Source: an optimization exercise on an open RTL-to-GDS flow (aim: small area, a short achievable clock period and few clock cycles per item). Production flows keep margins and buffers that such runs may drop.
In this exercise RTL edits were held to simulation tests only and were not proved equivalent to the original.
Power is estimated from default activity; no workload was simulated.

## flow/flow/run.sh

```bash
#!/bin/bash
# ORFS layout with these changes:
#  - synthesis maps the logic with flow/map.abc (structural choices and
#    area-recovering mapping, keeping the XOR network of the RTL) instead of
#    ORFS's delay-first ABC script; everything else in synthesis, including
#    the flip-flop mapping, is synth_recipe.tcl unchanged;
#  - the port buffers are buf_1 cells (buffer_ports otherwise picks
#    clkdlybuf4s50_1 delay cells).
set -euo pipefail
W=$(pwd)
{
  echo "proc abc {args} { set i [lsearch \$args -script]; if {\$i >= 0} { lset args [expr {\$i+1}] $W/flow/map.abc }; yosys abc {*}\$args }"
  cat synth_recipe.tcl
} > flow_synth.tcl
sed "s#SYNTH_SCRIPT=[^ ]*#SYNTH_SCRIPT=$W/flow_synth.tcl#" standard.sh > flow_standard.sh
grep -q "SYNTH_SCRIPT=$W/flow_synth.tcl" flow_standard.sh
export BUFFER_PORTS_ARGS="-buffer_cell sky130_fd_sc_hd__buf_1"
bash flow_standard.sh > standard.log 2>&1
```

## flow/flow/map.abc

```
&get -n
&st
&dch
&nf
&put
```

## flow/standard.sh

```bash
#!/bin/bash
# synth_recipe.tcl (not shown) runs the flow's synth.tcl, then flattens the netlist and writes it again
# the make line also repeats each setting of config.mk as NAME=value (left out here)
make -C /OpenROAD-flow-scripts/flow DESIGN_CONFIG=/design/flow/config.mk WORK_HOME=/design/flow/orfs CLKGATE_MAP_FILE= SYNTH_SCRIPT=/design/flow/synth_recipe.tcl "${@:-finish}"
```

## flow/config.mk

```make
export PLATFORM = sky130hd
export DESIGN_NAME = erf_decoder
export DESIGN_NICKNAME = erf_decoder
export VERILOG_FILES = /design/flow/design.v
export SDC_FILE = /design/flow/constraint.sdc
export NUM_CORES = 4
export LEC_CHECK = 0
export CAP_MARGIN = 20
export CORE_MARGIN = 2
export CORE_UTILIZATION = 75
export CTS_BUF_LIST = sky130_fd_sc_hd__clkbuf_8
export PLACE_DENSITY = 0.8
export SETUP_SLACK_MARGIN = 2.9
export SLEW_MARGIN = 20
```

## flow/constraint.sdc

```tcl
create_clock -name core_clock -period 6.0 [get_ports {clk}]
set_input_delay 1.2000 -clock core_clock [delete_from_list [all_inputs] [get_ports {clk}]]
set_output_delay 1.2000 -clock core_clock [all_outputs]
set_load 0.01 [all_outputs]
```

## flow/design.v

```verilog
module erf_decoder (
    input  wire         clk,
    input  wire         rst,
    input  wire         in_valid,
    output wire         in_ready,
    input  wire         in_vreset,
    input  wire         in_en,
    input  wire [119:0] in_pkt,
    output reg          out_valid,
    input  wire         out_ready,
    output wire         out_trigger,
    output wire [4:0]   out_err,
    output reg  [39:0]  out_ts,
    output reg  [1:0]   out_seq,
    output reg  [7:0]   out_sync,
    output reg  [15:0]  out_crc_rx,
    output wire [15:0]  out_crc_calc,
    output reg  [31:0]  out_flags_lo,
    output reg  [5:0]   out_flags_hi,
    output reg  [2:0]   out_grp_r,
    output reg  [2:0]   out_grp_s,
    output reg  [3:0]   out_pkt_err,
    output reg          out_mode,
    output reg  [4:0]   out_aux
);
    wire [15:0]  synd_in;
    wire cx0 = in_pkt[64] ^ in_pkt[92];
    wire cx1 = in_pkt[20] ^ in_pkt[91];
    wire cx2 = in_pkt[35] ^ in_pkt[113];
    wire cx3 = in_pkt[57] ^ in_pkt[118];
    wire cx4 = in_pkt[106] ^ in_pkt[119];
    wire cx5 = in_pkt[44] ^ in_pkt[63];
    wire cx6 = in_pkt[89] ^ in_pkt[111];
    wire cx7 = in_pkt[86] ^ in_pkt[112];
    wire cx8 = in_pkt[43] ^ cx5;
    wire cx9 = in_pkt[88] ^ in_pkt[94];
    wire cx10 = in_pkt[71] ^ cx4;
    wire cx11 = in_pkt[85] ^ cx0;
    wire cx12 = in_pkt[25] ^ in_pkt[105];
    wire cx13 = in_pkt[45] ^ in_pkt[65];
    wire cx14 = in_pkt[23] ^ in_pkt[29];
    wire cx15 = in_pkt[72] ^ cx1;
    wire cx16 = in_pkt[66] ^ in_pkt[87];
    wire cx17 = in_pkt[33] ^ in_pkt[61];
    wire cx18 = in_pkt[16] ^ in_pkt[62];
    wire cx19 = in_pkt[26] ^ in_pkt[27];
    wire cx20 = in_pkt[24] ^ in_pkt[30];
    wire cx21 = in_pkt[19] ^ in_pkt[90];
    wire cx22 = in_pkt[32] ^ in_pkt[107];
    wire cx23 = in_pkt[22] ^ in_pkt[28];
    wire cx24 = in_pkt[60] ^ in_pkt[70];
    wire cx25 = in_pkt[47] ^ cx2;
    wire cx26 = in_pkt[18] ^ in_pkt[83];
    wire cx27 = cx3 ^ cx18;
    wire cx28 = in_pkt[37] ^ cx6;
    wire cx29 = in_pkt[31] ^ in_pkt[104];
    wire cx30 = in_pkt[17] ^ in_pkt[21];
    wire cx31 = in_pkt[93] ^ cx13;
    wire cx32 = in_pkt[82] ^ cx9;
    wire cx33 = in_pkt[41] ^ cx17;
    wire cx34 = in_pkt[84] ^ in_pkt[110];
    wire cx35 = in_pkt[34] ^ cx7;
    wire cx36 = in_pkt[67] ^ cx24;
    wire cx37 = in_pkt[96] ^ in_pkt[99];
    wire cx38 = in_pkt[95] ^ cx19;
    wire cx39 = in_pkt[59] ^ in_pkt[69];
    wire cx40 = in_pkt[49] ^ in_pkt[74];
    wire cx41 = in_pkt[97] ^ in_pkt[115];
    wire cx42 = in_pkt[46] ^ in_pkt[108];
    wire cx43 = in_pkt[40] ^ in_pkt[50];
    wire cx44 = in_pkt[52] ^ cx30;
    wire cx45 = in_pkt[73] ^ in_pkt[100];
    wire cx46 = in_pkt[42] ^ in_pkt[98];
    wire cx47 = in_pkt[117] ^ cx37;
    wire cx48 = in_pkt[48] ^ in_pkt[68];
    wire cx49 = in_pkt[116] ^ cx12;
    wire cx50 = in_pkt[102] ^ cx23;
    wire cx51 = in_pkt[39] ^ in_pkt[101];
    wire cx52 = cx14 ^ cx21;
    wire cx53 = cx22 ^ cx34;
    wire cx54 = cx16 ^ cx25;
    wire cx55 = in_pkt[38] ^ in_pkt[81];
    wire cx56 = cx8 ^ cx11;
    wire cx57 = in_pkt[36] ^ in_pkt[114];
    wire cx58 = in_pkt[51] ^ in_pkt[76];
    wire cx59 = cx15 ^ cx20;
    wire cx60 = in_pkt[78] ^ cx50;
    wire cx61 = in_pkt[75] ^ in_pkt[109];
    wire cx62 = cx31 ^ cx35;
    wire cx63 = in_pkt[54] ^ in_pkt[103];
    wire cx64 = in_pkt[56] ^ in_pkt[58];
    wire cx65 = cx46 ^ cx55;
    wire cx66 = cx10 ^ cx38;
    wire cx67 = cx27 ^ cx65;
    wire cx68 = cx49 ^ cx52;
    wire cx69 = in_pkt[75] ^ in_pkt[77];
    wire cx70 = cx43 ^ cx69;
    wire cx71 = cx33 ^ cx53;
    wire cx72 = cx40 ^ cx64;
    wire cx73 = cx32 ^ cx44;
    wire cx74 = in_pkt[55] ^ cx29;
    wire cx75 = cx48 ^ cx57;
    wire cx76 = in_pkt[110] ^ cx58;
    wire cx77 = cx56 ^ cx62;
    wire cx78 = cx39 ^ cx45;
    wire cx79 = cx42 ^ cx51;
    wire cx80 = cx41 ^ cx63;
    wire cx81 = cx15 ^ cx28;
    wire cx82 = cx2 ^ cx61;
    wire cx83 = in_pkt[38] ^ cx7;
    wire cx84 = cx66 ^ cx67;
    wire cx85 = cx78 ^ cx83;
    wire cx86 = cx0 ^ cx44;
    wire cx87 = in_pkt[23] ^ in_pkt[105];
    wire cx88 = in_pkt[68] ^ cx26;
    wire cx89 = in_pkt[79] ^ cx10;
    wire cx90 = in_pkt[71] ^ cx29;
    wire cx91 = cx36 ^ cx80;
    wire cx92 = in_pkt[18] ^ in_pkt[92];
    wire cx93 = in_pkt[17] ^ in_pkt[79];
    wire cx94 = in_pkt[29] ^ in_pkt[39];
    wire cx95 = in_pkt[53] ^ in_pkt[99];
    wire cx96 = cx72 ^ cx88;
    wire cx97 = in_pkt[28] ^ in_pkt[80];
    wire cx98 = cx14 ^ cx95;
    wire cx99 = cx47 ^ cx82;
    wire cx100 = in_pkt[58] ^ in_pkt[106];
    wire cx101 = in_pkt[114] ^ cx4;
    wire cx102 = in_pkt[66] ^ in_pkt[69];
    wire cx103 = in_pkt[20] ^ in_pkt[44];
    wire cx104 = in_pkt[35] ^ in_pkt[97];
    wire cx105 = in_pkt[96] ^ in_pkt[116];
    wire cx106 = in_pkt[91] ^ in_pkt[108];
    wire cx107 = in_pkt[16] ^ in_pkt[31];
    wire cx108 = cx6 ^ cx106;
    wire cx109 = in_pkt[32] ^ in_pkt[103];
    wire cx110 = cx40 ^ cx102;
    wire cx111 = in_pkt[74] ^ in_pkt[98];
    wire cx112 = in_pkt[48] ^ in_pkt[90];
    wire cx113 = in_pkt[21] ^ in_pkt[53];
    wire cx114 = cx56 ^ cx60;
    wire cx115 = in_pkt[80] ^ in_pkt[119];
    wire cx116 = cx11 ^ cx70;
    wire cx117 = cx3 ^ cx9;
    wire cx118 = cx85 ^ cx86;
    wire cx119 = cx43 ^ cx112;
    wire cx120 = in_pkt[33] ^ in_pkt[111];
    wire cx121 = cx12 ^ cx120;
    wire cx122 = cx26 ^ cx115;
    wire cx123 = cx32 ^ cx76;
    wire cx124 = cx28 ^ cx75;
    wire cx125 = in_pkt[72] ^ in_pkt[86];
    wire cx126 = in_pkt[19] ^ in_pkt[81];
    wire cx127 = cx20 ^ cx104;
    wire cx128 = cx54 ^ cx124;
    wire cx129 = cx79 ^ cx122;
    wire cx130 = in_pkt[61] ^ in_pkt[67];
    wire cx131 = cx22 ^ cx130;
    wire cx132 = in_pkt[30] ^ in_pkt[63];
    wire cx133 = in_pkt[40] ^ in_pkt[85];
    wire cx134 = cx116 ^ cx129;
    wire cx135 = cx66 ^ cx73;
    wire cx136 = in_pkt[51] ^ in_pkt[113];
    wire cx137 = cx107 ^ cx126;
    wire cx138 = in_pkt[46] ^ cx39;
    wire cx139 = in_pkt[27] ^ in_pkt[36];
    wire cx140 = in_pkt[0] ^ in_pkt[107];
    wire cx141 = cx1 ^ cx41;
    wire cx142 = cx42 ^ cx45;
    wire cx143 = cx57 ^ cx100;
    wire cx144 = cx113 ^ cx140;
    wire cx145 = cx36 ^ cx38;
    wire cx146 = cx76 ^ cx117;
    wire cx147 = cx121 ^ cx137;
    wire cx148 = cx141 ^ cx142;
    wire cx149 = cx143 ^ cx144;
    wire cx150 = cx54 ^ cx145;
    wire cx151 = cx146 ^ cx147;
    wire cx152 = cx148 ^ cx149;
    wire cx153 = cx77 ^ cx150;
    wire cx154 = cx151 ^ cx152;
    wire cx155 = cx153 ^ cx154;
    assign synd_in[0] = ~cx155;
    wire cx156 = in_pkt[1] ^ in_pkt[54];
    wire cx157 = in_pkt[58] ^ in_pkt[59];
    wire cx158 = in_pkt[77] ^ in_pkt[101];
    wire cx159 = in_pkt[109] ^ in_pkt[115];
    wire cx160 = cx0 ^ cx23;
    wire cx161 = cx42 ^ cx103;
    wire cx162 = cx105 ^ cx111;
    wire cx163 = cx156 ^ cx157;
    wire cx164 = cx158 ^ cx159;
    wire cx165 = cx131 ^ cx160;
    wire cx166 = cx161 ^ cx162;
    wire cx167 = cx163 ^ cx164;
    wire cx168 = cx62 ^ cx165;
    wire cx169 = cx166 ^ cx167;
    wire cx170 = cx128 ^ cx135;
    wire cx171 = cx168 ^ cx169;
    wire cx172 = cx170 ^ cx171;
    assign synd_in[1] = ~cx172;
    wire cx173 = in_pkt[2] ^ in_pkt[26];
    wire cx174 = in_pkt[31] ^ in_pkt[34];
    wire cx175 = in_pkt[49] ^ in_pkt[55];
    wire cx176 = in_pkt[70] ^ in_pkt[86];
    wire cx177 = cx26 ^ cx48;
    wire cx178 = cx55 ^ cx58;
    wire cx179 = cx61 ^ cx100;
    wire cx180 = cx173 ^ cx174;
    wire cx181 = cx175 ^ cx176;
    wire cx182 = cx27 ^ cx47;
    wire cx183 = cx78 ^ cx177;
    wire cx184 = cx178 ^ cx179;
    wire cx185 = cx180 ^ cx181;
    wire cx186 = cx68 ^ cx81;
    wire cx187 = cx182 ^ cx183;
    wire cx188 = cx184 ^ cx185;
    wire cx189 = cx114 ^ cx186;
    wire cx190 = cx187 ^ cx188;
    wire cx191 = cx189 ^ cx190;
    assign synd_in[2] = ~cx191;
    wire cx192 = in_pkt[3] ^ in_pkt[50];
    wire cx193 = in_pkt[76] ^ in_pkt[77];
    wire cx194 = in_pkt[82] ^ in_pkt[87];
    wire cx195 = in_pkt[103] ^ in_pkt[117];
    wire cx196 = in_pkt[118] ^ cx1;
    wire cx197 = cx5 ^ cx19;
    wire cx198 = cx24 ^ cx51;
    wire cx199 = cx192 ^ cx193;
    wire cx200 = cx194 ^ cx195;
    wire cx201 = cx31 ^ cx52;
    wire cx202 = cx53 ^ cx72;
    wire cx203 = cx127 ^ cx196;
    wire cx204 = cx197 ^ cx198;
    wire cx205 = cx199 ^ cx200;
    wire cx206 = cx89 ^ cx201;
    wire cx207 = cx202 ^ cx203;
    wire cx208 = cx204 ^ cx205;
    wire cx209 = cx118 ^ cx206;
    wire cx210 = cx207 ^ cx208;
    wire cx211 = cx209 ^ cx210;
    assign synd_in[3] = ~cx211;
    wire cx212 = in_pkt[4] ^ in_pkt[25];
    wire cx213 = in_pkt[59] ^ in_pkt[107];
    wire cx214 = in_pkt[111] ^ cx16;
    wire cx215 = cx17 ^ cx24;
    wire cx216 = cx111 ^ cx113;
    wire cx217 = cx136 ^ cx139;
    wire cx218 = cx212 ^ cx213;
    wire cx219 = cx31 ^ cx90;
    wire cx220 = cx117 ^ cx214;
    wire cx221 = cx215 ^ cx216;
    wire cx222 = cx217 ^ cx218;
    wire cx223 = cx59 ^ cx60;
    wire cx224 = cx219 ^ cx220;
    wire cx225 = cx221 ^ cx222;
    wire cx226 = cx134 ^ cx223;
    wire cx227 = cx224 ^ cx225;
    wire cx228 = cx226 ^ cx227;
    assign synd_in[4] = ~cx228;
    wire cx229 = in_pkt[5] ^ in_pkt[45];
    wire cx230 = in_pkt[52] ^ in_pkt[64];
    wire cx231 = in_pkt[70] ^ in_pkt[87];
    wire cx232 = in_pkt[100] ^ cx133;
    wire cx233 = cx139 ^ cx229;
    wire cx234 = cx230 ^ cx231;
    wire cx235 = cx8 ^ cx27;
    wire cx236 = cx80 ^ cx82;
    wire cx237 = cx98 ^ cx232;
    wire cx238 = cx233 ^ cx234;
    wire cx239 = cx60 ^ cx71;
    wire cx240 = cx81 ^ cx89;
    wire cx241 = cx235 ^ cx236;
    wire cx242 = cx237 ^ cx238;
    wire cx243 = cx239 ^ cx240;
    wire cx244 = cx241 ^ cx242;
    wire cx245 = cx243 ^ cx244;
    assign synd_in[5] = ~cx245;
    wire cx246 = in_pkt[6] ^ in_pkt[37];
    wire cx247 = in_pkt[41] ^ in_pkt[43];
    wire cx248 = in_pkt[51] ^ in_pkt[93];
    wire cx249 = in_pkt[94] ^ in_pkt[101];
    wire cx250 = cx93 ^ cx97;
    wire cx251 = cx246 ^ cx247;
    wire cx252 = cx248 ^ cx249;
    wire cx253 = cx74 ^ cx250;
    wire cx254 = cx251 ^ cx252;
    wire cx255 = cx54 ^ cx59;
    wire cx256 = cx68 ^ cx91;
    wire cx257 = cx253 ^ cx254;
    wire cx258 = cx84 ^ cx255;
    wire cx259 = cx256 ^ cx257;
    wire cx260 = cx258 ^ cx259;
    assign synd_in[6] = cx260;
    wire cx261 = in_pkt[7] ^ in_pkt[73];
    wire cx262 = in_pkt[102] ^ cx64;
    wire cx263 = cx92 ^ cx94;
    wire cx264 = cx97 ^ cx261;
    wire cx265 = cx8 ^ cx47;
    wire cx266 = cx49 ^ cx65;
    wire cx267 = cx74 ^ cx75;
    wire cx268 = cx131 ^ cx262;
    wire cx269 = cx263 ^ cx264;
    wire cx270 = cx59 ^ cx265;
    wire cx271 = cx266 ^ cx267;
    wire cx272 = cx268 ^ cx269;
    wire cx273 = cx135 ^ cx270;
    wire cx274 = cx271 ^ cx272;
    wire cx275 = cx273 ^ cx274;
    assign synd_in[7] = cx275;
    wire cx276 = in_pkt[8] ^ in_pkt[65];
    wire cx277 = cx18 ^ cx23;
    wire cx278 = cx57 ^ cx94;
    wire cx279 = cx109 ^ cx132;
    wire cx280 = cx133 ^ cx276;
    wire cx281 = cx35 ^ cx36;
    wire cx282 = cx47 ^ cx138;
    wire cx283 = cx277 ^ cx278;
    wire cx284 = cx279 ^ cx280;
    wire cx285 = cx54 ^ cx81;
    wire cx286 = cx96 ^ cx123;
    wire cx287 = cx281 ^ cx282;
    wire cx288 = cx283 ^ cx284;
    wire cx289 = cx285 ^ cx286;
    wire cx290 = cx287 ^ cx288;
    wire cx291 = cx289 ^ cx290;
    assign synd_in[8] = cx291;
    wire cx292 = in_pkt[9] ^ in_pkt[83];
    wire cx293 = in_pkt[84] ^ in_pkt[88];
    wire cx294 = in_pkt[95] ^ cx3;
    wire cx295 = cx41 ^ cx132;
    wire cx296 = cx292 ^ cx293;
    wire cx297 = cx33 ^ cx36;
    wire cx298 = cx52 ^ cx70;
    wire cx299 = cx90 ^ cx294;
    wire cx300 = cx295 ^ cx296;
    wire cx301 = cx297 ^ cx298;
    wire cx302 = cx299 ^ cx300;
    wire cx303 = cx118 ^ cx128;
    wire cx304 = cx301 ^ cx302;
    wire cx305 = cx303 ^ cx304;
    assign synd_in[9] = ~cx305;
    wire cx306 = in_pkt[10] ^ in_pkt[21];
    wire cx307 = in_pkt[22] ^ in_pkt[25];
    wire cx308 = in_pkt[45] ^ in_pkt[47];
    wire cx309 = in_pkt[78] ^ in_pkt[94];
    wire cx310 = cx21 ^ cx45;
    wire cx311 = cx48 ^ cx92;
    wire cx312 = cx105 ^ cx125;
    wire cx313 = cx306 ^ cx307;
    wire cx314 = cx308 ^ cx309;
    wire cx315 = cx8 ^ cx28;
    wire cx316 = cx79 ^ cx110;
    wire cx317 = cx127 ^ cx310;
    wire cx318 = cx311 ^ cx312;
    wire cx319 = cx313 ^ cx314;
    wire cx320 = cx71 ^ cx315;
    wire cx321 = cx316 ^ cx317;
    wire cx322 = cx318 ^ cx319;
    wire cx323 = cx84 ^ cx320;
    wire cx324 = cx321 ^ cx322;
    wire cx325 = cx323 ^ cx324;
    assign synd_in[10] = cx325;
    wire cx326 = in_pkt[11] ^ in_pkt[53];
    wire cx327 = in_pkt[60] ^ in_pkt[65];
    wire cx328 = in_pkt[79] ^ in_pkt[92];
    wire cx329 = in_pkt[100] ^ in_pkt[115];
    wire cx330 = cx30 ^ cx51;
    wire cx331 = cx87 ^ cx125;
    wire cx332 = cx326 ^ cx327;
    wire cx333 = cx328 ^ cx329;
    wire cx334 = cx50 ^ cx101;
    wire cx335 = cx110 ^ cx119;
    wire cx336 = cx330 ^ cx331;
    wire cx337 = cx332 ^ cx333;
    wire cx338 = cx67 ^ cx99;
    wire cx339 = cx123 ^ cx334;
    wire cx340 = cx335 ^ cx336;
    wire cx341 = cx337 ^ cx338;
    wire cx342 = cx339 ^ cx340;
    wire cx343 = cx341 ^ cx342;
    assign synd_in[11] = cx343;
    wire cx344 = in_pkt[12] ^ in_pkt[22];
    wire cx345 = in_pkt[24] ^ in_pkt[49];
    wire cx346 = in_pkt[57] ^ in_pkt[60];
    wire cx347 = in_pkt[89] ^ in_pkt[102];
    wire cx348 = cx13 ^ cx19;
    wire cx349 = cx63 ^ cx103;
    wire cx350 = cx344 ^ cx345;
    wire cx351 = cx346 ^ cx347;
    wire cx352 = cx25 ^ cx33;
    wire cx353 = cx35 ^ cx49;
    wire cx354 = cx98 ^ cx137;
    wire cx355 = cx348 ^ cx349;
    wire cx356 = cx350 ^ cx351;
    wire cx357 = cx73 ^ cx352;
    wire cx358 = cx353 ^ cx354;
    wire cx359 = cx355 ^ cx356;
    wire cx360 = cx134 ^ cx357;
    wire cx361 = cx358 ^ cx359;
    wire cx362 = cx360 ^ cx361;
    assign synd_in[12] = cx362;
    wire cx363 = in_pkt[13] ^ in_pkt[17];
    wire cx364 = in_pkt[42] ^ in_pkt[55];
    wire cx365 = in_pkt[73] ^ in_pkt[109];
    wire cx366 = in_pkt[112] ^ in_pkt[117];
    wire cx367 = cx20 ^ cx26;
    wire cx368 = cx29 ^ cx87;
    wire cx369 = cx363 ^ cx364;
    wire cx370 = cx365 ^ cx366;
    wire cx371 = cx27 ^ cx32;
    wire cx372 = cx108 ^ cx119;
    wire cx373 = cx367 ^ cx368;
    wire cx374 = cx369 ^ cx370;
    wire cx375 = cx71 ^ cx91;
    wire cx376 = cx371 ^ cx372;
    wire cx377 = cx373 ^ cx374;
    wire cx378 = cx114 ^ cx375;
    wire cx379 = cx376 ^ cx377;
    wire cx380 = cx378 ^ cx379;
    assign synd_in[13] = ~cx380;
    wire cx381 = in_pkt[14] ^ in_pkt[24];
    wire cx382 = in_pkt[62] ^ in_pkt[95];
    wire cx383 = in_pkt[109] ^ in_pkt[118];
    wire cx384 = cx34 ^ cx46;
    wire cx385 = cx93 ^ cx109;
    wire cx386 = cx136 ^ cx381;
    wire cx387 = cx382 ^ cx383;
    wire cx388 = cx10 ^ cx33;
    wire cx389 = cx74 ^ cx108;
    wire cx390 = cx384 ^ cx385;
    wire cx391 = cx386 ^ cx387;
    wire cx392 = cx68 ^ cx96;
    wire cx393 = cx388 ^ cx389;
    wire cx394 = cx390 ^ cx391;
    wire cx395 = cx77 ^ cx392;
    wire cx396 = cx393 ^ cx394;
    wire cx397 = cx395 ^ cx396;
    assign synd_in[14] = cx397;
    wire cx398 = in_pkt[15] ^ in_pkt[18];
    wire cx399 = in_pkt[26] ^ in_pkt[42];
    wire cx400 = in_pkt[50] ^ in_pkt[52];
    wire cx401 = in_pkt[56] ^ in_pkt[57];
    wire cx402 = in_pkt[62] ^ in_pkt[80];
    wire cx403 = in_pkt[94] ^ in_pkt[104];
    wire cx404 = cx16 ^ cx21;
    wire cx405 = cx398 ^ cx399;
    wire cx406 = cx400 ^ cx401;
    wire cx407 = cx402 ^ cx403;
    wire cx408 = cx53 ^ cx101;
    wire cx409 = cx121 ^ cx138;
    wire cx410 = cx404 ^ cx405;
    wire cx411 = cx406 ^ cx407;
    wire cx412 = cx59 ^ cx99;
    wire cx413 = cx408 ^ cx409;
    wire cx414 = cx410 ^ cx411;
    wire cx415 = cx77 ^ cx412;
    wire cx416 = cx413 ^ cx414;
    wire cx417 = cx415 ^ cx416;
    assign synd_in[15] = cx417;
    wire [3:0]   synd_nz_in = {|synd_in[15:12], |synd_in[11:8], |synd_in[7:4], |synd_in[3:0]};
    wire [39:0] i_ts   = in_pkt[119:80];
    wire [1:0]  i_seq  = in_pkt[25:24];
    wire [7:0]  i_sync = in_pkt[23:16];
    wire [7:0]  b3 = in_pkt[31:24];
    wire [7:0]  b4 = in_pkt[39:32];
    wire [7:0]  b5 = in_pkt[47:40];
    wire [7:0]  b6 = in_pkt[55:48];
    wire [7:0]  b7 = in_pkt[63:56];
    wire [7:0]  b8 = in_pkt[71:64];
    wire [7:0]  b9 = in_pkt[79:72];
    wire [37:0] i_flags = {b9, b8, b7[7:1], b6[5:0], b5[7:3], b4[7:4]};
    wire [135:0] i_res = {i_ts, i_seq, i_sync, in_pkt[15:0], synd_in, i_flags,
                          b5[0], b5[1], b5[2], b6[6], b6[7], b7[0],
                          b4[3:0], b3[7], b3[6:2]};
    reg          c_seq_have;
    reg  [1:0]   c_last_seq;
    reg          c_sync_have;
    reg          c_last_sync;   
    reg  [39:0]  c_last_ts;
    reg          u_seq;    
    reg          u_sync;   
    reg          u_ts;     
    reg          r_trig;
    reg          r_seq_bad;
    reg          r_sync_rep;
    reg          r_sync_bad;
    reg          r_ts_bad;
    reg  [15:0]  r_synd;
    reg  [3:0]   r_synd_nz;
    assign out_crc_calc = r_synd ^ out_crc_rx;
    wire crc_ok = (r_synd_nz == 4'd0);
    assign out_trigger = r_trig & crc_ok;
    assign out_err     = crc_ok ? {r_ts_bad, r_sync_bad, r_sync_rep, r_seq_bad, 1'b0} : 5'h01;
    reg          c_ts_nz;
    reg          r_ts_nz;
    wire         e_seq  = u_seq  & crc_ok;
    wire         e_sync = u_sync & crc_ok;
    wire         e_ts   = u_ts   & crc_ok;
    wire         s_seq_have  = c_seq_have | e_seq;
    wire [1:0]   s_last_seq  = e_seq ? out_seq : c_last_seq;
    wire         s_sync_have = c_sync_have | e_sync;
    wire         s_last_sync = e_sync ? out_sync[0] : c_last_sync;
    wire [39:0]  s_last_ts   = e_ts ? out_ts : c_last_ts;
    wire         s_ts_nz     = e_ts ? r_ts_nz : c_ts_nz;
    assign in_ready = !out_valid || out_ready;
    wire acc     = in_valid && in_ready;
    wire acc_dec = acc && !in_vreset;
    wire clr     = rst || (acc && in_vreset);
    wire hold    = out_valid && !out_ready;
    wire ld      = !hold && in_en;
    wire tc_g0_0 = i_ts[0] & ~s_last_ts[0];
    wire tc_p0_0 = i_ts[0] | ~s_last_ts[0];
    wire tc_g1_0 = i_ts[1] & ~s_last_ts[1];
    wire tc_p1_0 = i_ts[1] | ~s_last_ts[1];
    wire tc_g2_0 = i_ts[2] & ~s_last_ts[2];
    wire tc_p2_0 = i_ts[2] | ~s_last_ts[2];
    wire tc_g3_0 = i_ts[3] & ~s_last_ts[3];
    wire tc_p3_0 = i_ts[3] | ~s_last_ts[3];
    wire tc_g4_0 = i_ts[4] & ~s_last_ts[4];
    wire tc_p4_0 = i_ts[4] | ~s_last_ts[4];
    wire tc_g5_0 = i_ts[5] & ~s_last_ts[5];
    wire tc_p5_0 = i_ts[5] | ~s_last_ts[5];
    wire tc_g6_0 = i_ts[6] & ~s_last_ts[6];
    wire tc_p6_0 = i_ts[6] | ~s_last_ts[6];
    wire tc_g7_0 = i_ts[7] & ~s_last_ts[7];
    wire tc_p7_0 = i_ts[7] | ~s_last_ts[7];
    wire tc_g8_0 = i_ts[8] & ~s_last_ts[8];
    wire tc_p8_0 = i_ts[8] | ~s_last_ts[8];
    wire tc_g9_0 = i_ts[9] & ~s_last_ts[9];
    wire tc_p9_0 = i_ts[9] | ~s_last_ts[9];
    wire tc_g10_0 = i_ts[10] & ~s_last_ts[10];
    wire tc_p10_0 = i_ts[10] | ~s_last_ts[10];
    wire tc_g11_0 = i_ts[11] & ~s_last_ts[11];
    wire tc_p11_0 = i_ts[11] | ~s_last_ts[11];
    wire tc_g12_0 = i_ts[12] & ~s_last_ts[12];
    wire tc_p12_0 = i_ts[12] | ~s_last_ts[12];
    wire tc_g13_0 = i_ts[13] & ~s_last_ts[13];
    wire tc_p13_0 = i_ts[13] | ~s_last_ts[13];
    wire tc_g14_0 = i_ts[14] & ~s_last_ts[14];
    wire tc_p14_0 = i_ts[14] | ~s_last_ts[14];
    wire tc_g15_0 = i_ts[15] & ~s_last_ts[15];
    wire tc_p15_0 = i_ts[15] | ~s_last_ts[15];
    wire tc_g16_0 = i_ts[16] & ~s_last_ts[16];
    wire tc_p16_0 = i_ts[16] | ~s_last_ts[16];
    wire tc_g17_0 = i_ts[17] & ~s_last_ts[17];
    wire tc_p17_0 = i_ts[17] | ~s_last_ts[17];
    wire tc_g18_0 = i_ts[18] & ~s_last_ts[18];
    wire tc_p18_0 = i_ts[18] | ~s_last_ts[18];
    wire tc_g19_0 = i_ts[19] & ~s_last_ts[19];
    wire tc_p19_0 = i_ts[19] | ~s_last_ts[19];
    wire tc_g20_0 = i_ts[20] & ~s_last_ts[20];
    wire tc_p20_0 = i_ts[20] | ~s_last_ts[20];
    wire tc_g21_0 = i_ts[21] & ~s_last_ts[21];
    wire tc_p21_0 = i_ts[21] | ~s_last_ts[21];
    wire tc_g22_0 = i_ts[22] & ~s_last_ts[22];
    wire tc_p22_0 = i_ts[22] | ~s_last_ts[22];
    wire tc_g23_0 = i_ts[23] & ~s_last_ts[23];
    wire tc_p23_0 = i_ts[23] | ~s_last_ts[23];
    wire tc_g24_0 = i_ts[24] & ~s_last_ts[24];
    wire tc_p24_0 = i_ts[24] | ~s_last_ts[24];
    wire tc_g25_0 = i_ts[25] & ~s_last_ts[25];
    wire tc_p25_0 = i_ts[25] | ~s_last_ts[25];
    wire tc_g26_0 = i_ts[26] & ~s_last_ts[26];
    wire tc_p26_0 = i_ts[26] | ~s_last_ts[26];
    wire tc_g27_0 = i_ts[27] & ~s_last_ts[27];
    wire tc_p27_0 = i_ts[27] | ~s_last_ts[27];
    wire tc_g28_0 = i_ts[28] & ~s_last_ts[28];
    wire tc_p28_0 = i_ts[28] | ~s_last_ts[28];
    wire tc_g29_0 = i_ts[29] & ~s_last_ts[29];
    wire tc_p29_0 = i_ts[29] | ~s_last_ts[29];
    wire tc_g30_0 = i_ts[30] & ~s_last_ts[30];
    wire tc_p30_0 = i_ts[30] | ~s_last_ts[30];
    wire tc_g31_0 = i_ts[31] & ~s_last_ts[31];
    wire tc_p31_0 = i_ts[31] | ~s_last_ts[31];
    wire tc_g32_0 = i_ts[32] & ~s_last_ts[32];
    wire tc_p32_0 = i_ts[32] | ~s_last_ts[32];
    wire tc_g33_0 = i_ts[33] & ~s_last_ts[33];
    wire tc_p33_0 = i_ts[33] | ~s_last_ts[33];
    wire tc_g34_0 = i_ts[34] & ~s_last_ts[34];
    wire tc_p34_0 = i_ts[34] | ~s_last_ts[34];
    wire tc_g35_0 = i_ts[35] & ~s_last_ts[35];
    wire tc_p35_0 = i_ts[35] | ~s_last_ts[35];
    wire tc_g36_0 = i_ts[36] & ~s_last_ts[36];
    wire tc_p36_0 = i_ts[36] | ~s_last_ts[36];
    wire tc_g37_0 = i_ts[37] & ~s_last_ts[37];
    wire tc_p37_0 = i_ts[37] | ~s_last_ts[37];
    wire tc_g38_0 = i_ts[38] & ~s_last_ts[38];
    wire tc_p38_0 = i_ts[38] | ~s_last_ts[38];
    wire tc_g39_0 = i_ts[39] & ~s_last_ts[39];
    wire tc_p39_0 = i_ts[39] | ~s_last_ts[39];
    wire tc_g0_1 = tc_g1_0 | (tc_p1_0 & tc_g0_0);
    wire tc_p0_1 = tc_p1_0 & tc_p0_0;
    wire tc_g1_1 = tc_g3_0 | (tc_p3_0 & tc_g2_0);
    wire tc_p1_1 = tc_p3_0 & tc_p2_0;
    wire tc_g2_1 = tc_g5_0 | (tc_p5_0 & tc_g4_0);
    wire tc_p2_1 = tc_p5_0 & tc_p4_0;
    wire tc_g3_1 = tc_g7_0 | (tc_p7_0 & tc_g6_0);
    wire tc_p3_1 = tc_p7_0 & tc_p6_0;
    wire tc_g4_1 = tc_g9_0 | (tc_p9_0 & tc_g8_0);
    wire tc_p4_1 = tc_p9_0 & tc_p8_0;
    wire tc_g5_1 = tc_g11_0 | (tc_p11_0 & tc_g10_0);
    wire tc_p5_1 = tc_p11_0 & tc_p10_0;
    wire tc_g6_1 = tc_g13_0 | (tc_p13_0 & tc_g12_0);
    wire tc_p6_1 = tc_p13_0 & tc_p12_0;
    wire tc_g7_1 = tc_g15_0 | (tc_p15_0 & tc_g14_0);
    wire tc_p7_1 = tc_p15_0 & tc_p14_0;
    wire tc_g8_1 = tc_g17_0 | (tc_p17_0 & tc_g16_0);
    wire tc_p8_1 = tc_p17_0 & tc_p16_0;
    wire tc_g9_1 = tc_g19_0 | (tc_p19_0 & tc_g18_0);
    wire tc_p9_1 = tc_p19_0 & tc_p18_0;
    wire tc_g10_1 = tc_g21_0 | (tc_p21_0 & tc_g20_0);
    wire tc_p10_1 = tc_p21_0 & tc_p20_0;
    wire tc_g11_1 = tc_g23_0 | (tc_p23_0 & tc_g22_0);
    wire tc_p11_1 = tc_p23_0 & tc_p22_0;
    wire tc_g12_1 = tc_g25_0 | (tc_p25_0 & tc_g24_0);
    wire tc_p12_1 = tc_p25_0 & tc_p24_0;
    wire tc_g13_1 = tc_g27_0 | (tc_p27_0 & tc_g26_0);
    wire tc_p13_1 = tc_p27_0 & tc_p26_0;
    wire tc_g14_1 = tc_g29_0 | (tc_p29_0 & tc_g28_0);
    wire tc_p14_1 = tc_p29_0 & tc_p28_0;
    wire tc_g15_1 = tc_g31_0 | (tc_p31_0 & tc_g30_0);
    wire tc_p15_1 = tc_p31_0 & tc_p30_0;
    wire tc_g16_1 = tc_g33_0 | (tc_p33_0 & tc_g32_0);
    wire tc_p16_1 = tc_p33_0 & tc_p32_0;
    wire tc_g17_1 = tc_g35_0 | (tc_p35_0 & tc_g34_0);
    wire tc_p17_1 = tc_p35_0 & tc_p34_0;
    wire tc_g18_1 = tc_g37_0 | (tc_p37_0 & tc_g36_0);
    wire tc_p18_1 = tc_p37_0 & tc_p36_0;
    wire tc_g19_1 = tc_g39_0 | (tc_p39_0 & tc_g38_0);
    wire tc_p19_1 = tc_p39_0 & tc_p38_0;
    wire tc_g0_2 = tc_g1_1 | (tc_p1_1 & tc_g0_1);
    wire tc_p0_2 = tc_p1_1 & tc_p0_1;
    wire tc_g1_2 = tc_g3_1 | (tc_p3_1 & tc_g2_1);
    wire tc_p1_2 = tc_p3_1 & tc_p2_1;
    wire tc_g2_2 = tc_g5_1 | (tc_p5_1 & tc_g4_1);
    wire tc_p2_2 = tc_p5_1 & tc_p4_1;
    wire tc_g3_2 = tc_g7_1 | (tc_p7_1 & tc_g6_1);
    wire tc_p3_2 = tc_p7_1 & tc_p6_1;
    wire tc_g4_2 = tc_g9_1 | (tc_p9_1 & tc_g8_1);
    wire tc_p4_2 = tc_p9_1 & tc_p8_1;
    wire tc_g5_2 = tc_g11_1 | (tc_p11_1 & tc_g10_1);
    wire tc_p5_2 = tc_p11_1 & tc_p10_1;
    wire tc_g6_2 = tc_g13_1 | (tc_p13_1 & tc_g12_1);
    wire tc_p6_2 = tc_p13_1 & tc_p12_1;
    wire tc_g7_2 = tc_g15_1 | (tc_p15_1 & tc_g14_1);
    wire tc_p7_2 = tc_p15_1 & tc_p14_1;
    wire tc_g8_2 = tc_g17_1 | (tc_p17_1 & tc_g16_1);
    wire tc_p8_2 = tc_p17_1 & tc_p16_1;
    wire tc_g9_2 = tc_g19_1 | (tc_p19_1 & tc_g18_1);
    wire tc_p9_2 = tc_p19_1 & tc_p18_1;
    wire tc_g0_3 = tc_g1_2 | (tc_p1_2 & tc_g0_2);
    wire tc_p0_3 = tc_p1_2 & tc_p0_2;
    wire tc_g1_3 = tc_g3_2 | (tc_p3_2 & tc_g2_2);
    wire tc_p1_3 = tc_p3_2 & tc_p2_2;
    wire tc_g2_3 = tc_g5_2 | (tc_p5_2 & tc_g4_2);
    wire tc_p2_3 = tc_p5_2 & tc_p4_2;
    wire tc_g3_3 = tc_g7_2 | (tc_p7_2 & tc_g6_2);
    wire tc_p3_3 = tc_p7_2 & tc_p6_2;
    wire tc_g4_3 = tc_g9_2 | (tc_p9_2 & tc_g8_2);
    wire tc_p4_3 = tc_p9_2 & tc_p8_2;
    wire tc_g0_4 = tc_g1_3 | (tc_p1_3 & tc_g0_3);
    wire tc_p0_4 = tc_p1_3 & tc_p0_3;
    wire tc_g1_4 = tc_g3_3 | (tc_p3_3 & tc_g2_3);
    wire tc_p1_4 = tc_p3_3 & tc_p2_3;
    wire tc_g0_5 = tc_g1_4 | (tc_p1_4 & tc_g0_4);
    wire tc_p0_5 = tc_p1_4 & tc_p0_4;
    wire tc_g0_6 = tc_g4_3 | (tc_p4_3 & tc_g0_5);
    wire ts_gt = tc_g0_6;
    wire sync_bad = !((i_sync == 8'h55) || (i_sync == 8'hAA));
    wire seq_bad_c  = c_seq_have && (i_seq != c_last_seq + 2'd1);
    wire seq_bad_o  = (i_seq != out_seq + 2'd1);
    wire seq_bad    = e_seq ? seq_bad_o : seq_bad_c;
    wire sync_rep_c = c_sync_have && (i_sync[0] == c_last_sync);
    wire sync_rep_o = (i_sync[0] == out_sync[0]);
    wire sync_rep   = e_sync ? sync_rep_o : sync_rep_c;
    wire ts_bad     = s_ts_nz && !ts_gt;
    wire [135:0] res_q = {out_ts, out_seq, out_sync, out_crc_rx, r_synd,
                          out_flags_hi, out_flags_lo, out_grp_r, out_grp_s,
                          out_pkt_err, out_mode, out_aux};
    wire [135:0] res_d = ({136{ld}} & i_res) | ({136{hold}} & res_q);
    always @(posedge clk) begin
        if (clr) begin
            c_seq_have  <= 1'b0;
            c_last_seq  <= 2'd0;
            c_sync_have <= 1'b0;
            c_last_sync <= 1'b0;
            c_last_ts   <= 40'd0;
            c_ts_nz     <= 1'b0;
        end else begin
            c_seq_have  <= s_seq_have;
            c_last_seq  <= s_last_seq;
            c_sync_have <= s_sync_have;
            c_last_sync <= s_last_sync;
            c_last_ts   <= s_last_ts;
            c_ts_nz     <= s_ts_nz;
        end
        if (rst || !acc_dec) begin
            u_seq  <= 1'b0;
            u_sync <= 1'b0;
            u_ts   <= 1'b0;
        end else begin
            u_seq  <= in_en;
            u_sync <= in_en && !sync_bad;
            u_ts   <= in_en && !sync_bad && !ts_bad;
        end
        if (rst)
            out_valid <= 1'b0;
        else if (acc)
            out_valid <= !in_vreset;
        else if (out_ready)
            out_valid <= 1'b0;
        if (!hold) begin
            r_trig     <= in_en && !sync_bad;
            r_seq_bad  <= in_en && seq_bad;
            r_sync_bad <= in_en && sync_bad;
            r_sync_rep <= in_en && !sync_bad && sync_rep;
            r_ts_bad   <= in_en && !sync_bad && ts_bad;
            r_ts_nz    <= in_en && (i_ts != 40'd0);
            r_synd_nz  <= {4{in_en}} & synd_nz_in;
        end
        {out_ts, out_seq, out_sync, out_crc_rx, r_synd,
         out_flags_hi, out_flags_lo, out_grp_r, out_grp_s,
         out_pkt_err, out_mode, out_aux} <= res_d;
    end
endmodule
```

==> impl_metrics.env, run 1 <==
export IMPL_synth_edf_count=10
export IMPL_yosys_most_used_dff="dfxtp_1"
export IMPL_syn_area_sq_mm=0.0106
export IMPL_cts_hold_buf=0
export IMPL_syn_nets=1152
export IMPL_io_pins=270
export IMPL_io_buffers=269
export IMPL_h_tree_depth=4
export IMPL_status="did not finish"
export IMPL_ys_seq_area_share_pct=37.9
export IMPL_grt_use_total_pct=101
export IMPL_ys_ff_latch=196
export IMPL_die_h_um=123
export IMPL_start_util_pct=76.8
export IMPL_core_rowCount=43
export IMPL_die_w_um=123
export IMPL_clockBufferDepth=2
export IMPL_synth_cells=1026
export IMPL_cts_made_buffers=17
export IMPL_dpl_hpwl_um=25800
export IMPL_worst_endpoint="r_ts_bad$_DFFE_PN_/D"
export IMPL_grt_overflow_total=1364
export IMPL_haltStage="5_1_grt"
export IMPL_grt_max_degree=70
export IMPL_root_buffer="clkbuf_8"
export IMPL_synth_cell_types=39
export IMPL_cts_sinks=196
export IMPL_synth_async_reset_ratio_pct=0
export IMPL_error="[ERROR GRT-0232] Routing congestion too high. Check the congestion heatmap in the GUI."
export IMPL_yosysWarnings=1
export IMPL_routabilityCongestion=1.10
export IMPL_endpoint_type="register input"
export IMPL_synth_avg_cell_area_sq_um=10.3
[logic make-up after synthesis]
kind of cell              Yosys count  synth area share (%)
muxes                              38                  3.58
DFF                               196                  37.9
xor gates and xnor gates          432                  36.2
AOI/OAI and AO/OA                 209                  16.0
and+or+nand+nor                   141                  5.98
buffers and inverters              10                 0.354
[repair_timing]
action,4_1_cts
endpoints found under the setup margin,23
endpoints found under the hold margin,0
gates cloned,5
resized for setup,73
setup buffers,17
pin swaps,5
[per-stage QoR]
step	cell area, sq um	setup WS [ns]	std cells
3_5_place_dp	12000	1.92	1481
3_3_place_gp	12000	1.96	1480
4_1_cts	13000	2.78	1535
2_1_floorplan	10700	-0.157	1026
[synthesized netlist by cell type (7+ instances only)]
| cell type | instances | area, sq um |
|---|---|---|
| xnor2_1 | 307 | 2690 |
| dfxtp_1 | 186 | 3720 |
| a22o_1 | 131 | 1150 |
| xor2_1 | 121 | 1060 |
| nor2_1 | 73 | 274 |
| mux2i_1 | 38 | 380 |
| nand2_1 | 23 | 86.3 |
| nor4_1 | 19 | 119 |
| o21ai_0 | 15 | 75.1 |
| a22oi_1 | 12 | 90.1 |
| clkinv_1 | 10 | 37.5 |
| edfxtp_1 | 10 | 300 |
| and2_0 | 8 | 50.1 |
| a21oi_1 | 7 | 35.0 |
| nor3_1 | 7 | 35.0 |
[metal layers]
layer / overflow / track usage (%)
met1: 8 / 89.4
met2: 1006 / 134
met3: 20 / 72.8
met4: 328 / 120
met5: 2 / 30.6
[worst max path at each step]
stage                     cells past startpoint  slack, ns           end
after floorplan                               3      -0.16    out_aux[0]
after global placement                        9       1.96  r_synd_nz[3]
after detailed placement                      9       1.92  r_synd_nz[3]
after CTS                                    12       2.78      r_ts_bad
[power groups by stage]
stage          clock network [uW]  registers, uW  logic (uW)
2_1_floorplan                   0           1570        1640
3_5_place_dp                    0           1560        2180
3_3_place_gp                    0           1560        2130
4_1_cts                       838           1540        2300
Testbench counts, summed over its fixed seeds: cycles 2,408, items 2,365.
==> inputs of run 2 (changes only) <==
--- a/flow/config.mk
+++ b/flow/config.mk
@@ -7,8 +7,8 @@
 export LEC_CHECK = 0
 export CAP_MARGIN = 20
 export CORE_MARGIN = 2
-export CORE_UTILIZATION = 75
+export CORE_UTILIZATION = 60
 export CTS_BUF_LIST = sky130_fd_sc_hd__clkbuf_8
-export PLACE_DENSITY = 0.8
-export SETUP_SLACK_MARGIN = 2.9
+export PLACE_DENSITY = 0.7
+export SETUP_SLACK_MARGIN = 3.05
 export SLEW_MARGIN = 20
==> impl_metrics.env, run 2 <==
export IMPL_status="finished clean"
export IMPL_drt_iter0_drc=756
export IMPL_hold_depth=2
export IMPL_cts_made_buffers=17
export IMPL_cp_start_kind="flop"
export IMPL_synth_avg_cell_area_sq_um=10.3
export IMPL_pwr_share_clk_pct=17.9
export IMPL_stdcell_count=1600
export IMPL_syn_nets=1152
export IMPL_drive_gt1_share_pct=20.7
export IMPL_crit_chain="nor4_4, buf_6, buf_12, nand2_8, buf_6, mux2i_1, o22ai_1, o21ai_0, a21o_1, a211oi_2, o41a_1, nor4_4, nor4_2"
export IMPL_clockBufferDepth=2
export IMPL_fin_nets=1488
export IMPL_ys_seq_area_share_pct=37.9
export IMPL_cts_tree="built"
export IMPL_dp_cells=1527
export IMPL_cts_sinks=196
export IMPL_synth_edf_count=10
export IMPL_final_common_cell="xnor2_1"
export IMPL_worst_path_dominant_cell_family="compound AO/OA/AOI/OAI gates"
export IMPL_yosysMostFrequentCell="xnor2_1"
export IMPL_yosysWarnings=1
export IMPL_yosys_most_used_dff="dfxtp_1"
export IMPL_path_class="reg -> reg"
export IMPL_finalHoldViolCount=0
export IMPL_p_leak_uw=0.00556
export IMPL_final_cell_mix="xnor2_1, buf_1, dfxtp_1"
export IMPL_grt_pass1_wl_um=50600
export IMPL_path_max_fanout=6
export IMPL_synth_cell_types=39
export IMPL_nFillCells=1118
export IMPL_die_w_um=137
export IMPL_wl_per_cell_um=22.3
export IMPL_grt_max_degree=69
export IMPL_combPwrFrac_pct=51.6
export IMPL_hold_start="r_synd[11]"
export IMPL_clkLatencyLatePin_ns=0.51
export IMPL_critPathSlowestCell="edfxtp_1"
export IMPL_io_pins=270
export IMPL_grt_setup_unrepaired="yes"
export IMPL_antenna_found_initial=0
export IMPL_fmax_mhz=322
export IMPL_synth_common_cells="xnor2_1, dfxtp_1, a22o_1"
export IMPL_maxCapViolations=0
export IMPL_hold_path_class="reg -> reg"
export IMPL_grt_pass1_vias=8756
export IMPL_max_slew_margin_pct=45.5
export IMPL_power_density_mw_per_mm2=358
export IMPL_reg2reg_depth=13
export IMPL_setup_viol=0
export IMPL_p_int_uw=3030
export IMPL_diodes=0
export IMPL_tightest_slew_ns=0.816
export IMPL_ys_ff_latch=196
export IMPL_grt_use_total_pct=36.5
export IMPL_grt_overflow_total=0
export IMPL_worst_path_buf_inv=3
export IMPL_drc=0
export IMPL_yosysTopAreaCellShare_pct=35.1
export IMPL_io_buffers=269
export IMPL_synth_cells=1026
export IMPL_critPathMaxStageDelay_ns=0.43
export IMPL_synth_top_cell_by_area="dfxtp_1"
export IMPL_core_area_sq_mm=0.0173
export IMPL_root_buffer="clkbuf_8"
export IMPL_dieArea_sq_mm=0.0188
export IMPL_ant_nets=0
export IMPL_rrSetupSlack_ns=2.90
export IMPL_h_tree_depth=4
export IMPL_wl_um=35700
export IMPL_skew_ns=0.0169
export IMPL_final_util_pct=81.4
export IMPL_r2r_start="r_synd_nz[1]"
export IMPL_switching_share_pct=39.9
export IMPL_routabilityCongestion=1.06
export IMPL_required_ns=6.26
export IMPL_worstPathArrival_ns=3.37
export IMPL_viasPerCell=5.92
export IMPL_pwr_share_seq_pct=30.5
export IMPL_synth_async_reset_ratio_pct=0
export IMPL_vdd_ir_drop_worst_mv=0.236
export IMPL_reg2reg_to="r_ts_bad"
export IMPL_whs_endpoint="r_synd[11]"
export IMPL_firstDrtPassIters=5
export IMPL_cp_end_kind="flop"
export IMPL_clk_pin_slew_ns=0.12
export IMPL_syn_area_sq_mm=0.0106
export IMPL_p_switching_uw=2010
export IMPL_die_h_um=137
export IMPL_core_rowCount=48
export IMPL_start_util_pct=61.4
export IMPL_synthTopCellsByArea="dfxtp_1, xnor2_1, a22o_1"
export IMPL_dpl_hpwl_um=26400
export IMPL_post_route_min_period_ns=3.10
export IMPL_slew_violations=0
export IMPL_period_share_pct=51.7
export IMPL_vias=9474
export IMPL_synthToLayoutAreaGrowth_pct=32.7
-- run 2: cell counts after synthesis --
Identical to the previous run, type by type.
-- run 2: worst max path at each step --
stage,startpoint,end,slack [ns],depth (start not counted)
finish,r_synd_nz[1],r_ts_bad,2.90,13
global route,r_synd_nz[1],r_ts_bad,2.82,12
CTS,r_synd_nz[1],out_err[3],2.93,6
detailed placement,in_pkt[94],r_synd_nz[2],2.02,8
global placement,in_pkt[94],r_synd_nz[2],2.01,8
floorplan,out_ready,out_aux[0],-0.16,3
-- run 2: worst min-delay path, delay by kind of cell, from the launching register on --
family             cells  cell delay (ns)
AOI/OAI and AO/OA      1             0.05
DFF                    1             0.34
and+or+nand+nor        1             0.06
-- run 2: per-layer routing --
metal / GRT usage, % / wire length [um] / vias up
met4: 17.0 / 1490 / 0
met3: 6.11 / 2890 / 88
met2: 60.4 / 17400 / 504
met1: 46.5 / 13900 / 4609
met5: 0 / 0 / -
li1: - / - / 4273
-- run 2: timing repair --
| item | 4_1_cts | 5_1_grt |
|---|---|---|
| pin swaps | 11 | 35 |
| hold buffers | 0 | 0 |
| setup endpoints to repair | 24 | 13 |
| setup buffers | 20 | 18 |
| cloned | 2 | 1 |
| resized for setup | 95 | 127 |
-- run 2: cell type report --
class / count / area [sq um] / share of cell area, %
clock inverters: 15 / 180 / 1.28
well taps: 225 / 282 / 2.00
inverters: 10 / 40.0 / 0.284
repair buffers: 315 / 1550 / 11.0
multi-input cells: 822 / 7770 / 55.2
clock buffers: 17 / 234 / 1.66
flip-flops and latches: 196 / 4020 / 28.6
-- run 2: power by group through the flow --
stage,Combinational [uW],Clock [uW],Sequential [uW]
CTS,2420,904,1530
finish,2600,905,1540
floorplan,1650,0,1570
detailed placement,2250,0,1560
global placement,2230,0,1560
global route,2730,954,1550
-- run 2: kinds of logic after synthesis --
group	synth area share, %
and+or+nand+nor	5.98
muxes	3.58
AOI/OAI and AO/OA	16.0
xor gates and xnor gates	36.2
DFF	37.9
buffers and inverters	0.354
-- run 2: through the flow --
step	setup slack, ns	TNS (ns)	hold slack (ns)	total power [uW]	cell area [sq um]
after floorplan	-0.157	-19.89	0.438	3220	10900
final	2.90	0	0.480	5040	14100
after CTS	2.93	0	0.474	4850	13300
after global placement	2.01	0	0.452	3790	12200
after global routing	2.82	0	0.506	5230	14100
after detailed placement	2.02	0	0.461	3810	12200
==> inputs of run 3 (changes only) <==
--- a/flow/config.mk
+++ b/flow/config.mk
@@ -10,5 +10,5 @@
 export CORE_UTILIZATION = 60
 export CTS_BUF_LIST = sky130_fd_sc_hd__clkbuf_8
 export PLACE_DENSITY = 0.7
-export SETUP_SLACK_MARGIN = 3.05
+export SETUP_SLACK_MARGIN = 2.6
 export SLEW_MARGIN = 20
==> impl_metrics.env, run 3 <==
export IMPL_ys_seq_area_share_pct=37.9
export IMPL_antenna_found_initial=0
export IMPL_critPathMaxStageDelay_ns=0.48
export IMPL_core_rowCount=48
export IMPL_synth_cells=1026
export IMPL_synth_avg_cell_area_sq_um=10.3
export IMPL_synth_top_cell_by_area="dfxtp_1"
export IMPL_synthToLayoutAreaGrowth_pct=19.9
export IMPL_tns_ns=0
export IMPL_yosys_most_used_dff="dfxtp_1"
export IMPL_cp_start_kind="primary input"
export IMPL_drc=0
export IMPL_clkLatencyLatePin_ns=0.48
export IMPL_yosysTopAreaCellShare_pct=35.1
export IMPL_final_common_cell="xnor2_1"
export IMPL_io_pins=270
export IMPL_diodes=0
export IMPL_dp_cells=1525
export IMPL_cts_made_buffers=17
export IMPL_clk_pin_slew_ns=0.11
export IMPL_required_ns=6.22
export IMPL_synth_common_cells="xnor2_1, dfxtp_1, a22o_1"
export IMPL_critPathSlowestCell="xor2_1"
export IMPL_dieArea_sq_mm=0.0188
export IMPL_grt_max_degree=81
export IMPL_path_max_fanout=4
export IMPL_combPwrFrac_pct=48.5
export IMPL_routabilityCongestion=1.04
export IMPL_final_cell_mix="xnor2_1, buf_1, dfxtp_1"
export IMPL_pwr_share_seq_pct=32.7
export IMPL_max_slew_margin_pct=40.5
export IMPL_nFillCells=1403
export IMPL_worst_path_buf_inv=1
export IMPL_vias=9106
export IMPL_final_util_pct=73.6
export IMPL_crit_chain="buf_1, xor2_1, xnor2_1, xor2_1, xor2_1, xnor2_1, xnor2_1, nor4_1, nor2_1"
export IMPL_yosysWarnings=1
export IMPL_p_switching_uw=1850
export IMPL_synth_cell_types=39
export IMPL_power_density_mw_per_mm2=368
export IMPL_vdd_ir_drop_worst_mv=0.329
export IMPL_fmax_mhz=297
export IMPL_drive_gt1_share_pct=6.40
export IMPL_syn_area_sq_mm=0.0106
export IMPL_p_leak_uw=0.00488
export IMPL_synthTopCellsByArea="dfxtp_1, xnor2_1, a22o_1"
export IMPL_status="finished clean"
export IMPL_clockBufferDepth=2
export IMPL_grt_pass1_vias=8315
export IMPL_placed_cell_area_sq_mm=0.0120
export IMPL_cts_tree="built"
export IMPL_fin_nets=1456
export IMPL_setup_viol=0
export IMPL_root_buffer="clkbuf_8"
export IMPL_skew_ns=0.0204
export IMPL_ys_ff_latch=196
export IMPL_path_class="in -> reg"
export IMPL_cp_end_kind="flop"
export IMPL_cts_sinks=196
export IMPL_stdcell_count=1568
export IMPL_maxCapViolations=0
export IMPL_switching_share_pct=39.5
export IMPL_start_util_pct=61.4
export IMPL_grt_setup_unrepaired="no"
export IMPL_tightest_slew_ns=0.893
export IMPL_pwr_share_clk_pct=18.8
export IMPL_dpl_hpwl_um=25600
export IMPL_synth_async_reset_ratio_pct=0
export IMPL_synth_edf_count=10
export IMPL_core_area_sq_mm=0.0173
export IMPL_die_w_um=137
export IMPL_firstDrtPassIters=5
export IMPL_slew_violations=0
export IMPL_post_route_min_period_ns=3.36
export IMPL_finalHoldViolCount=0
export IMPL_grt_pass1_wl_um=48100
export IMPL_post_route_cell_area_sq_mm=0.0127
export IMPL_grt_overflow_total=0
export IMPL_io_buffers=269
export IMPL_ant_nets=0
export IMPL_yosysMostFrequentCell="xnor2_1"
export IMPL_worstPathArrival_ns=3.59
export IMPL_wl_um=33200
export IMPL_hold_path_class="reg -> reg"
export IMPL_worst_path_dominant_cell_family="XOR/XNOR gates"
export IMPL_h_tree_depth=4
export IMPL_viasPerCell=5.81
export IMPL_p_int_uw=2830
export IMPL_syn_nets=1152
export IMPL_grt_use_total_pct=34.5
export IMPL_drt_iter0_drc=640
export IMPL_die_h_um=137
export IMPL_p_total_uw=4680
export IMPL_period_share_pct=56.1
export IMPL_wl_per_cell_um=21.2
==> run 3: cell counts after synthesis <==
No cell type changed its count.
==> run 3: kinds of logic after synthesis <==
logic type	share of synthesized area [%]
AOI/OAI and AO/OA	16.0
xor gates and xnor gates	36.2
buffers and inverters	0.354
DFF	37.9
muxes	3.58
and+or+nand+nor	5.98
==> run 3: worst paths after layout <==
| check | start | end | slack, ns | cells after the start |
|---|---|---|---|---|
| worst max-delay path | in_pkt[44] | r_synd_nz[3] | 2.64 | 9 |
| worst max register to register | r_synd_nz[1] | r_ts_bad | 2.76 | 12 |
| worst min-delay path | r_synd[1] | r_synd[1] | 0.47 | 2 |
| worst min register to register | r_synd[1] | r_synd[1] | 0.47 | 2 |
==> run 3: metal layers <==
metal	global-route usage, %	vias up	wire [um]
met1	45.9	4376	13400
li1	-	4237	-
met4	10.3	0	938
met3	5.59	55	2600
met2	57.7	438	16300
met5	0	-	0
==> run 3: area by class of cell <==
class                           instances  area (sq um)  share of cell area (%)
Multi-Input combinational cell        821          6840                    53.7
Sequential cell                       196          4020                    31.6
Timing Repair Buffer                  284          1140                    9.00
Tap cell                              225           282                    2.21
Clock buffer                           17           234                    1.84
Clock inverter                         15           168                    1.32
Inverter                               10          38.8                   0.305
==> run 3: metrics by stage <==
step / hold WS (ns) / setup WS, ns
finish: 0.468 / 2.64
global route: 0.493 / 2.57
detailed placement: 0.454 / 2.00
CTS: 0.468 / 2.54
global placement: 0.450 / 1.93
floorplan: 0.438 / -0.157
==> run 3: worst reg2reg max path: stages, from the launching register on <==
cell and delay [ns]:
edfxtp_1 0.45, nor4_4 0.30, buf_6 0.21, nand2_8 0.13, buf_4 0.20, mux2i_4 0.18
o22ai_1 0.12, or3_1 0.39, a31oi_1 0.20, a211oi_2 0.09, o41a_1 0.48, nor4_4 0.17
nor4_1 0.09
==> run 3: what timing repair did <==
action	in CTS	in global routing
hold buffers	0	0
buffers inserted	2	8
pin swaps	1	1
setup endpoints to repair	12	6
resized for setup	8	27
cloned	0	1
==> run 3: power groups by stage <==
| stage | Sequential (uW) | Combinational, uW | Clock, uW |
|---|---|---|---|
| 2_1_floorplan | 1570 | 1640 | 0 |
| 3_3_place_gp | 1560 | 2190 | 0 |
| 3_5_place_dp | 1560 | 2210 | 0 |
| 4_1_cts | 1530 | 2240 | 884 |
| 5_1_grt | 1540 | 2400 | 942 |
| 6_report | 1530 | 2270 | 881 |
==> inputs of run 4 (changes only) <==
--- a/flow/config.mk
+++ b/flow/config.mk
@@ -10,5 +10,5 @@
 export CORE_UTILIZATION = 60
 export CTS_BUF_LIST = sky130_fd_sc_hd__clkbuf_8
 export PLACE_DENSITY = 0.7
-export SETUP_SLACK_MARGIN = 2.6
+export SETUP_SLACK_MARGIN = 2.4
 export SLEW_MARGIN = 20
==> impl_metrics.env, run 4 <==
export IMPL_die_h_um=137
export IMPL_max_slew_margin_pct=47.3
export IMPL_synth_top_cell_by_area="dfxtp_1"
export IMPL_viasPerCell=5.73
export IMPL_skew_ns=0.0180
export IMPL_synth_common_cells="xnor2_1, dfxtp_1, a22o_1"
export IMPL_core_area_sq_mm=0.0173
export IMPL_synth_edf_count=10
export IMPL_root_buffer="clkbuf_8"
export IMPL_yosysTopAreaCellShare_pct=35.1
export IMPL_core_rowCount=48
export IMPL_synth_async_reset_ratio_pct=0
export IMPL_drive_gt1_share_pct=3.82
export IMPL_io_buffers=269
export IMPL_syn_nets=1152
export IMPL_period_share_pct=59.7
export IMPL_required_ns=6.24
export IMPL_vdd_ir_drop_worst_mv=0.358
export IMPL_clkLatencyLatePin_ns=0.49
export IMPL_slew_violations=0
export IMPL_rrSetupSlack_ns=2.49
export IMPL_synth_top_family_by_area="XOR/XNOR gates"
export IMPL_clockBufferDepth=2
export IMPL_h_tree_depth=4
export IMPL_regArea_sq_mm=0.00402
export IMPL_grt_use_total_pct=34.6
export IMPL_synth_simple_area_share_pct=5.98
export IMPL_status="finished clean"
export IMPL_maxCapViolations=0
export IMPL_synthToLayoutAreaGrowth_pct=17.6
export IMPL_power_density_mw_per_mm2=374
export IMPL_synth_compound_area_share_pct=16.0
export IMPL_yosysWarnings=1
export IMPL_fin_nets=1448
export IMPL_synthXorXnorAreaFrac_pct=36.2
export IMPL_io_pins=270
export IMPL_fmax_mhz=279
export IMPL_grt_pass1_vias=8395
export IMPL_final_common_cell="xnor2_1"
export IMPL_setup_viol=0
export IMPL_dpl_hpwl_um=25800
export IMPL_drc=0
export IMPL_cp_start_kind="primary input"
export IMPL_final_cell_mix="xnor2_1, buf_1, dfxtp_1"
export IMPL_drt_iter0_drc=612
export IMPL_path_max_fanout=8
export IMPL_firstDrtPassIters=5
export IMPL_cts_made_buffers=17
export IMPL_post_route_cell_area_sq_mm=0.0125
export IMPL_ys_seq_area_share_pct=37.9
export IMPL_vias=8944
export IMPL_wl_per_cell_um=21.2
export IMPL_clk_pin_slew_ns=0.12
export IMPL_placed_cell_area_sq_mm=0.0120
export IMPL_ys_ff_latch=196
export IMPL_yosysMostFrequentCell="xnor2_1"
export IMPL_diodes=0
export IMPL_p_leak_uw=0.00477
export IMPL_synth_cell_types=39
export IMPL_cts_sinks=196
export IMPL_synthTopCellsByArea="dfxtp_1, xnor2_1, a22o_1"
export IMPL_yosys_most_used_dff="dfxtp_1"
export IMPL_tightest_slew_ns=0.790
export IMPL_synthAdderAreaFrac_pct=0
export IMPL_nFillCells=1419
export IMPL_worstPathArrival_ns=3.82
export IMPL_grt_max_degree=70
export IMPL_wl_um=33000
export IMPL_cp_end_kind="flop"
export IMPL_die_w_um=137
export IMPL_cts_tree="built"
export IMPL_path_class="in -> reg"
export IMPL_grt_pass1_wl_um=48200
export IMPL_syn_area_sq_mm=0.0106
export IMPL_routabilityCongestion=1.03
export IMPL_multi_input_area_sq_mm=0.00663
export IMPL_synth_area_mux_share_pct=3.58
export IMPL_tns_ns=0
export IMPL_synth_avg_cell_area_sq_um=10.3
export IMPL_start_util_pct=61.4
export IMPL_dieArea_sq_mm=0.0188
export IMPL_post_route_min_period_ns=3.58
export IMPL_synth_cells=1026
export IMPL_hold_path_class="reg -> reg"
export IMPL_finalHoldViolCount=0
export IMPL_grt_overflow_total=0
export IMPL_antenna_found_initial=0
export IMPL_grt_setup_unrepaired="yes"
export IMPL_ant_nets=0
run 4: cell counts after synthesis:
No cell type changed its count.
run 4: repair_timing:
action / 4_1_cts / 5_1_grt
endpoints found under the setup margin: 2 / 4
resized for setup: 1 / 5
pin swaps: 1 / 0
buffers inserted: 3 / 0
hold buffers: 0 / 0
run 4: critical path, cell delays in order:
cell     delay, ns
buf_1         0.40
xor2_1        0.38
xnor2_2       0.21
xor2_1        0.52
xnor3_1       0.52
xnor2_1       0.26
xnor2_1       0.20
a31oi_1       0.11
run 4: worst paths after layout:
kind | start | end | cells past startpoint
max | in_pkt[94] | r_synd_nz[2] | 8
max reg2reg | r_synd_nz[2] | r_ts_bad | 11
min reg2reg | r_synd[0] | r_synd[0] | 2
min | r_synd[0] | r_synd[0] | 2
run 4: power breakdown:
group / internal [uW] / switching (uW) / total [uW]
Combinational: 1030 / 1220 / 2250
Clock: 333 / 555 / 889
Sequential: 1450 / 84.2 / 1530
run 4: cell families (layout without fill, tap and decap cells):
logic type,Yosys count,count (layout)
xor+xnor,432,432
simple gates,141,141
buf+inv,10,319
mux,38,38
compound gates,209,209
flops,196,196
run 4: final cells by class:
cell class	instances	share of cell area (%)
Multi-Input combinational cell	820	53.1
Sequential cell	196	32.2
Timing Repair Buffer	277	8.67
Tap cell	225	2.26
Clock buffer	18	1.99
Clock inverter	14	1.39
Inverter	10	0.331
run 4: metrics by stage:
stage                     total power, uW  std cells  setup slack [ns]  hold slack (ns)  utilization [%]
after floorplan                      3200       1026            -0.157            0.438                -
after global placement               3740       1525              1.84            0.447             69.4
final                                4670       1560              2.42            0.471             72.1
after detailed placement             3760       1525              1.70            0.454             69.4
after global routing                 4880       1560              2.34            0.493             72.1
after CTS                            4660       1560              2.41            0.470             72.0
run 4: routing by layer:
layer	vias up	global-route usage, %	part of all wire, %
met5	-	0	0
met4	0	13.5	3.7
met3	71	6.00	6.4
met2	374	56.9	48
met1	4283	45.3	42
li1	4216	-	-

what the ideal ports hide:
The flow's constraints put no driver on any port. The routed layouts listed below were extracted and timed again, unchanged, in two steps. Step 1 assumes that a clkbuf_16 drives the clock port and a buf_2 every other input. Step 2 moves the port delays by t, midway between the first and last clock arrival at a register: inputs arrive t later, outputs are due t later. That takes back most of the time a late clock gives input paths. Slacks: ideal ports / drivers / drivers and shift; pairs: ideal ports / drivers.
| run | shift t [ns] | slack for setup (ns) | hold slack, ns |
|---|---|---|---|
| run 2 | 0.545 | 2.899 / 2.868 / 2.471 | 0.480 / 0.480 / 0.480 |
| run 3 | 0.519 | 2.636 / 2.648 / 2.129 | 0.468 / 0.468 / 0.468 |
| run 4 | 0.532 | 2.418 / 2.440 / 1.908 | 0.471 / 0.471 / 0.471 |
After both steps every run listed still meets setup and hold. For run 4, which loses most, drivers alone change the setup slack by +0.022 ns; drivers and shift together by -0.510 ns.
